This is an optimization exercise on Yosys and OpenROAD, whose aim is small area, a short achievable clock period and few clock cycles, not a production implementation.
No activity file was given, so power comes from the tool's default toggle rates.

== run 1 ==
==> flow/design.v <==
module daly_rx (
    input  wire        clk,
    input  wire        rst,
    input  wire        start_valid,
    output wire        start_ready,
    input  wire [7:0]  start_cmd,
    input  wire [7:0]  start_n,
    input  wire        start_w2,
    input  wire [7:0]  start_count,
    input  wire        rx_valid,
    output wire        rx_ready,
    input  wire [7:0]  rx_data,
    input  wire        rx_last,
    input  wire        rx_ctl,
    output wire        item_valid,
    input  wire        item_ready,
    output wire [15:0] item_data,
    output wire        log_valid,
    output wire        log_kind,
    output wire [7:0]  log_a,
    output wire [7:0]  log_b,
    output wire        done,
    output wire [7:0]  done_frames,
    output wire [7:0]  done_items,
    output wire [2:0]  done_detail
);
    localparam D_NONE      = 3'd0;
    localparam D_READ_ERR  = 3'd1;
    localparam D_NO_DATA   = 3'd2;
    localparam D_SHORT     = 3'd3;
    localparam D_CHECKSUM  = 3'd4;
    localparam D_COMMAND   = 3'd5;
    reg        sr;             
    reg        rdy;            
    reg        rx_on;          
    reg        done_r;
    reg        emit;           
    reg [2:0]  ij;             
    reg        inc_e;          
    reg [7:0]  x_cmd;
    reg        x_w2;
    reg [7:0]  rem;            
    reg [7:0]  nleft;          
    reg [3:0]  bc;             
    reg        cmd_ok;
    reg [7:0]  idx;            
    reg [7:0]  pb [0:6];       
    reg [7:0]  d_r;
    reg        v_r;            
    reg        e_r;            
    reg        s_r;            
    reg        k_r;            
    reg [7:0]  sum;            
    reg [15:0] itm;            
    reg [7:0]  frames;
    reg [7:0]  series;
    reg [7:0]  eidx;           
    reg [2:0]  detail;
    reg        log_v;
    reg        log_k;
    assign start_ready = sr;
    assign rx_ready    = rdy;
    assign item_valid  = emit;
    assign item_data   = itm;
    assign log_valid   = log_v;
    assign log_kind    = log_k;
    assign log_a       = eidx;
    assign log_b       = idx;
    assign done        = done_r;
    assign done_frames = frames;
    assign done_items  = series;
    assign done_detail = detail;
    wire start_take = start_valid && sr;
    wire take  = rx_valid && rdy;
    wire dbeat = take && !rx_ctl;
    wire cbeat = take && rx_ctl;
    wire b12   = (bc == 4'd12);
    wire fin_slot = take && b12;
    wire short = dbeat && !b12 && rx_last;
    wire eq    = (d_r == sum);
    wire more  = (rem != 8'd0);
    wire okf   = e_r && eq && cmd_ok;
    wire lk    = okf && more;
    wire mm    = (idx != eidx);
    wire emit_take = emit && item_ready;
    wire last_item = (rem == 8'd1) || (ij == (x_w2 ? 3'd2 : 3'd6));
    wire emit_n    = lk || (emit && !(item_ready && last_item));
    wire rx_on_n   = rx_on && !(cbeat || short || (fin_slot && nleft == 8'd1));
    wire fin_n     = !rx_on_n && !emit_n && !take;
    wire [3:0] freed = x_w2 ? {ij, 1'b1} : {1'b0, ij};
    wire [3:0] bc1   = bc + 4'd1;
    wire stall_t = emit && !b12 && (bc1 >= 4'd5) && (bc1 - 4'd5 > freed);
    wire stall_h = emit && (bc >= 4'd5) && (bc - 4'd5 > freed);
    wire stall_n = take ? stall_t : stall_h;
    wire [2:0] sel = emit ? ij + 3'd1 : 3'd0;
    wire [2:0] sel2 = {sel[1:0], 1'b0};
    wire [15:0] item_sel = x_w2 ? {pb[sel2], pb[sel2 + 3'd1]}
                                : {{8{pb[sel][7]}}, pb[sel]};
    always @(posedge clk) begin
        if (take) begin
            if (bc == 4'd2)
                cmd_ok <= (rx_data == x_cmd);
            if (bc == 4'd4)
                idx <= rx_data;
            if (bc == 4'd5)  pb[0] <= rx_data;
            if (bc == 4'd6)  pb[1] <= rx_data;
            if (bc == 4'd7)  pb[2] <= rx_data;
            if (bc == 4'd8)  pb[3] <= rx_data;
            if (bc == 4'd9)  pb[4] <= rx_data;
            if (bc == 4'd10) pb[5] <= rx_data;
            if (bc == 4'd11) pb[6] <= rx_data;
            bc <= b12 ? 4'd0 : bc1;
        end
        if (fin_slot)
            nleft <= nleft - 8'd1;
        d_r <= rx_data;
        v_r <= dbeat;
        e_r <= fin_slot;
        s_r <= short;
        k_r <= cbeat;
        if (e_r)
            sum <= 8'd0;
        else if (v_r)
            sum <= sum + d_r;
        if (k_r)
            detail <= d_r[0] ? D_READ_ERR : D_NO_DATA;
        if (e_r) begin
            log_k <= 1'b1;
            if (!eq)
                detail <= D_CHECKSUM;
            else if (!cmd_ok)
                detail <= D_COMMAND;
            else
                frames <= frames + 8'd1;
        end
        if (inc_e)
            eidx <= eidx + 8'd1;
        if (s_r) begin
            detail <= D_SHORT;
            log_k  <= 1'b0;
            eidx   <= {4'd0, bc};
            idx    <= 8'd0;
        end
        if (!emit || item_ready)
            itm <= item_sel;
        if (emit_take) begin
            series <= series + 8'd1;
            rem    <= rem - 8'd1;
            ij     <= ij + 3'd1;
        end
        if (lk)
            ij <= 3'd0;
        if (start_take) begin
            x_cmd  <= start_cmd;
            x_w2   <= start_w2;
            rem    <= start_count;
            nleft  <= start_n;
            bc     <= 4'd0;
            sum    <= 8'd0;
            frames <= 8'd0;
            series <= 8'd0;
            eidx   <= 8'd1;
            detail <= D_NONE;
        end
    end
    always @(posedge clk) begin
        if (rst) begin
            sr     <= 1'b1;
            rdy    <= 1'b0;
            rx_on  <= 1'b0;
            emit   <= 1'b0;
            done_r <= 1'b0;
            log_v  <= 1'b0;
            inc_e  <= 1'b0;
        end else begin
            log_v <= s_r || (lk && mm);
            inc_e <= lk;
            if (start_take) begin
                sr     <= (start_n == 8'd0);
                rdy    <= (start_n != 8'd0);
                rx_on  <= (start_n != 8'd0);
                emit   <= 1'b0;
                done_r <= (start_n == 8'd0);
            end else if (!sr) begin
                rx_on  <= rx_on_n;
                rdy    <= rx_on_n && !stall_n;
                emit   <= emit_n;
                done_r <= fin_n;
                sr     <= fin_n;
            end else begin
                done_r <= 1'b0;
            end
        end
    end
endmodule
export LEC_CHECK = 0
export CAP_MARGIN = 20
export CORE_MARGIN = 2
export CORE_UTILIZATION = 40
export PLACE_DENSITY = 0.6
export SETUP_SLACK_MARGIN = 4.2
export SLEW_MARGIN = 20
create_clock -name core_clock -period 6.5 [get_ports {clk}]
run.sh (not shown) runs the stock make flow with config.mk's settings and CLKGATE_MAP_FILE= SYNTH_SCRIPT=/design/flow/synth_recipe.tcl, a recipe that flattens the netlist after the stock synthesis.
The following lists how run 2 was set up differently from run 1:
--- a/flow/design.v
+++ b/flow/design.v
@@ -75,7 +75,7 @@
     wire dbeat = take && !rx_ctl;
     wire cbeat = take && rx_ctl;
     wire b12   = (bc == 4'd12);
-    wire fin_slot = take && b12;
+    wire fin_slot = dbeat && b12;
     wire short = dbeat && !b12 && rx_last;
     wire eq    = (d_r == sum);
     wire more  = (rem != 8'd0);
@@ -91,24 +91,19 @@
     wire [3:0] bc1   = bc + 4'd1;
     wire stall_t = emit && !b12 && (bc1 >= 4'd5) && (bc1 - 4'd5 > freed);
     wire stall_h = emit && (bc >= 4'd5) && (bc - 4'd5 > freed);
-    wire stall_n = take ? stall_t : stall_h;
+    wire stall_n = dbeat ? stall_t : stall_h;
     wire [2:0] sel = emit ? ij + 3'd1 : 3'd0;
     wire [2:0] sel2 = {sel[1:0], 1'b0};
     wire [15:0] item_sel = x_w2 ? {pb[sel2], pb[sel2 + 3'd1]}
                                 : {{8{pb[sel][7]}}, pb[sel]};
     always @(posedge clk) begin
-        if (take) begin
+        if (dbeat) begin
             if (bc == 4'd2)
                 cmd_ok <= (rx_data == x_cmd);
             if (bc == 4'd4)
                 idx <= rx_data;
-            if (bc == 4'd5)  pb[0] <= rx_data;
-            if (bc == 4'd6)  pb[1] <= rx_data;
-            if (bc == 4'd7)  pb[2] <= rx_data;
-            if (bc == 4'd8)  pb[3] <= rx_data;
-            if (bc == 4'd9)  pb[4] <= rx_data;
-            if (bc == 4'd10) pb[5] <= rx_data;
-            if (bc == 4'd11) pb[6] <= rx_data;
+            if (bc >= 4'd5 && bc <= 4'd11)
+                pb[bc - 4'd5] <= rx_data;
             bc <= b12 ? 4'd0 : bc1;
         end
         if (fin_slot)
--- outcome ---
Sort run 1 and run 2 by number of buffers and inverters on the critical path, descending, and run 2 comes first.
The minimum period implied by the final worst setup slack in run 2 was higher than what run 1 gave.
Taking run 1 as the reference, in run 2 fmax lower, clock power grew by about 10%.
Comparing run 1 and run 2, routed wire length is higher on run 1.
Count of buffers not belonging to the clock network in the layout (run 2 over run 1): increase, about 5%
No functional check of the RTL was part of any run of this note.


Setup of main:
RTL: the design.v shown in full above, as it stands there.
clock: 6.5 ns
lec_check: 0
cap_margin: 20
core_margin: 2
core_utilization: 55
place_density: 0.65
setup_slack_margin: 4.2
slew_margin: 20
standard.sh (not shown) runs the stock make flow with config.mk's settings and CLKGATE_MAP_FILE= SYNTH_SCRIPT=/design/flow/synth_recipe.tcl, a recipe that flattens the netlist after the stock synthesis.
==> flow/flow/run.sh <==
#!/bin/bash
# Standard ORFS layout, with plain buffers on the ports, no dummy clock loads
# and larger sink clusters.
set -euo pipefail
export BUFFER_PORTS_ARGS="-buffer_cell sky130_fd_sc_hd__buf_2"
export CTS_ARGS="-sink_clustering_enable -repair_clock_nets -dont_use_dummy_load -sink_clustering_size 40 -sink_clustering_max_diameter 120 -buf_list sky130_fd_sc_hd__clkbuf_8"
bash standard.sh > standard.log 2>&1
main has completed all stages; timing, DRC and antenna checks passed.
For the feature branch, these inputs were changed with respect to main:
diff --git a/flow/design.v b/flow/design.v
--- a/flow/design.v
+++ b/flow/design.v
@@ -42,15 +42,12 @@
     reg [7:0]  rem;            
     reg [7:0]  nleft;          
     reg [3:0]  bc;             
+    reg [7:0]  sum;            
     reg        cmd_ok;
     reg [7:0]  idx;            
     reg [7:0]  pb [0:6];       
-    reg [7:0]  d_r;
-    reg        v_r;            
-    reg        e_r;            
-    reg        s_r;            
-    reg        k_r;            
-    reg [7:0]  sum;            
+    reg        e_r;
+    reg        eq_r;           
     reg [15:0] itm;            
     reg [7:0]  frames;
     reg [7:0]  series;
@@ -72,21 +69,19 @@
     assign done_detail = detail;
     wire start_take = start_valid && sr;
     wire take  = rx_valid && rdy;
-    wire dbeat = take && !rx_ctl;
     wire cbeat = take && rx_ctl;
     wire b12   = (bc == 4'd12);
     wire fin_slot = take && b12;
-    wire short = dbeat && !b12 && rx_last;
-    wire eq    = (d_r == sum);
+    wire short = take && !rx_ctl && !b12 && rx_last;
+    wire eq    = (rx_data == sum);
     wire more  = (rem != 8'd0);
-    wire okf   = e_r && eq && cmd_ok;
-    wire lk    = okf && more;
+    wire lk    = fin_slot && eq && cmd_ok && more;
     wire mm    = (idx != eidx);
     wire emit_take = emit && item_ready;
     wire last_item = (rem == 8'd1) || (ij == (x_w2 ? 3'd2 : 3'd6));
     wire emit_n    = lk || (emit && !(item_ready && last_item));
     wire rx_on_n   = rx_on && !(cbeat || short || (fin_slot && nleft == 8'd1));
-    wire fin_n     = !rx_on_n && !emit_n && !take;
+    wire fin_n     = !rx_on_n && !emit_n && !fin_slot;
     wire [3:0] freed = x_w2 ? {ij, 1'b1} : {1'b0, ij};
     wire [3:0] bc1   = bc + 4'd1;
     wire stall_t = emit && !b12 && (bc1 >= 4'd5) && (bc1 - 4'd5 > freed);
@@ -98,6 +93,7 @@
                                 : {{8{pb[sel][7]}}, pb[sel]};
     always @(posedge clk) begin
         if (take) begin
+            sum <= (bc == 4'd0 ? 8'd0 : sum) + rx_data;
             if (bc == 4'd2)
                 cmd_ok <= (rx_data == x_cmd);
             if (bc == 4'd4)
@@ -109,54 +105,45 @@
             if (bc == 4'd9)  pb[4] <= rx_data;
             if (bc == 4'd10) pb[5] <= rx_data;
             if (bc == 4'd11) pb[6] <= rx_data;
-            bc <= b12 ? 4'd0 : bc1;
+            bc    <= b12 ? 4'd0 : bc1;
+            log_k <= b12;
         end
         if (fin_slot)
             nleft <= nleft - 8'd1;
-        d_r <= rx_data;
-        v_r <= dbeat;
-        e_r <= fin_slot;
-        s_r <= short;
-        k_r <= cbeat;
-        if (e_r)
-            sum <= 8'd0;
-        else if (v_r)
-            sum <= sum + d_r;
-        if (k_r)
-            detail <= d_r[0] ? D_READ_ERR : D_NO_DATA;
+        e_r  <= fin_slot;
+        eq_r <= eq;
         if (e_r) begin
-            log_k <= 1'b1;
-            if (!eq)
+            if (!eq_r)
                 detail <= D_CHECKSUM;
             else if (!cmd_ok)
                 detail <= D_COMMAND;
             else
                 frames <= frames + 8'd1;
         end
+        if (cbeat)
+            detail <= rx_data[0] ? D_READ_ERR : D_NO_DATA;
         if (inc_e)
             eidx <= eidx + 8'd1;
-        if (s_r) begin
+        if (short) begin
             detail <= D_SHORT;
-            log_k  <= 1'b0;
-            eidx   <= {4'd0, bc};
+            eidx   <= {4'd0, bc1};
             idx    <= 8'd0;
         end
         if (!emit || item_ready)
             itm <= item_sel;
+        if (!emit)
+            ij <= 3'd0;
         if (emit_take) begin
             series <= series + 8'd1;
             rem    <= rem - 8'd1;
             ij     <= ij + 3'd1;
         end
-        if (lk)
-            ij <= 3'd0;
         if (start_take) begin
             x_cmd  <= start_cmd;
             x_w2   <= start_w2;
             rem    <= start_count;
             nleft  <= start_n;
             bc     <= 4'd0;
-            sum    <= 8'd0;
             frames <= 8'd0;
             series <= 8'd0;
             eidx   <= 8'd1;
@@ -173,7 +160,7 @@
             log_v  <= 1'b0;
             inc_e  <= 1'b0;
         end else begin
-            log_v <= s_r || (lk && mm);
+            log_v <= short || (lk && mm);
             inc_e <= lk;
             if (start_take) begin
                 sr     <= (start_n == 8'd0);
Findings:
In the feature branch, the setup slack came out 0.061 ns below the value in main. Re share of cell area taken by multi-input logic gates: main was lower than the feature branch. Mux share of post-synthesis cell area was lower in the feature branch than in main. The core of the feature branch is more densely filled than that of main. The run showing the greater slew of the pin with the lowest slew margin is the feature branch. Max freq main -> the feature branch: degraded. Placed wire-length estimate: higher on main. Of the two values seen for start point of the critical path, rx_data[0] was produced by the feature branch and emit by main. On area share of fa/ha/maj cells after synthesis: between main and the feature branch, it ends up higher for the feature branch. Remaining max-slew budget at the tightest pin in the feature branch is 0.65 points lower than in main. The feature branch ended up with sum[6] as its timing endpoint of the critical path; main ended up with item_valid.
No run of this note included a check of the RTL's function; only the layout flow was run.

port drivers added, routing unchanged:
The results above use ideal ports. As a check the final layouts listed here were re-extracted and re-timed, cells and wires unchanged. Step 1, drivers: a clkbuf_16 drives clk and a buf_2 each remaining input, both assumed. Step 2, shift: input delay + t, output delay - t, t = (earliest + latest rising clock arrival at the registers) / 2. This alone moves slack from input paths to output paths. Slacks: ideal ports / drivers / drivers and shift; pairs: ideal ports / drivers.
run | shift t [ns] | slack for setup (ns) | worst setup path after step 2 | latest minus earliest clock arrival (ns) | worst slew at a driven data input, ns
run 1 | 0.468 | 4.236 / 4.189 / 3.825 | input to register | 0.009 / 0.009 | 0.05
run 2 | 0.473 | 4.112 / 4.123 / 3.650 | input to register | 0.014 / 0.014 | 0.04
main | 0.479 | 4.192 / 4.152 / 3.815 | input to register | 0.030 / 0.029 | 0.04
the feature branch | 0.479 | 4.131 / 4.121 / 3.643 | input to register | 0.026 / 0.025 | 0.06
After both steps every run listed still meets setup and hold. For the feature branch, which loses most, drivers alone change the setup slack by -0.010 ns; drivers and shift together by -0.488 ns.
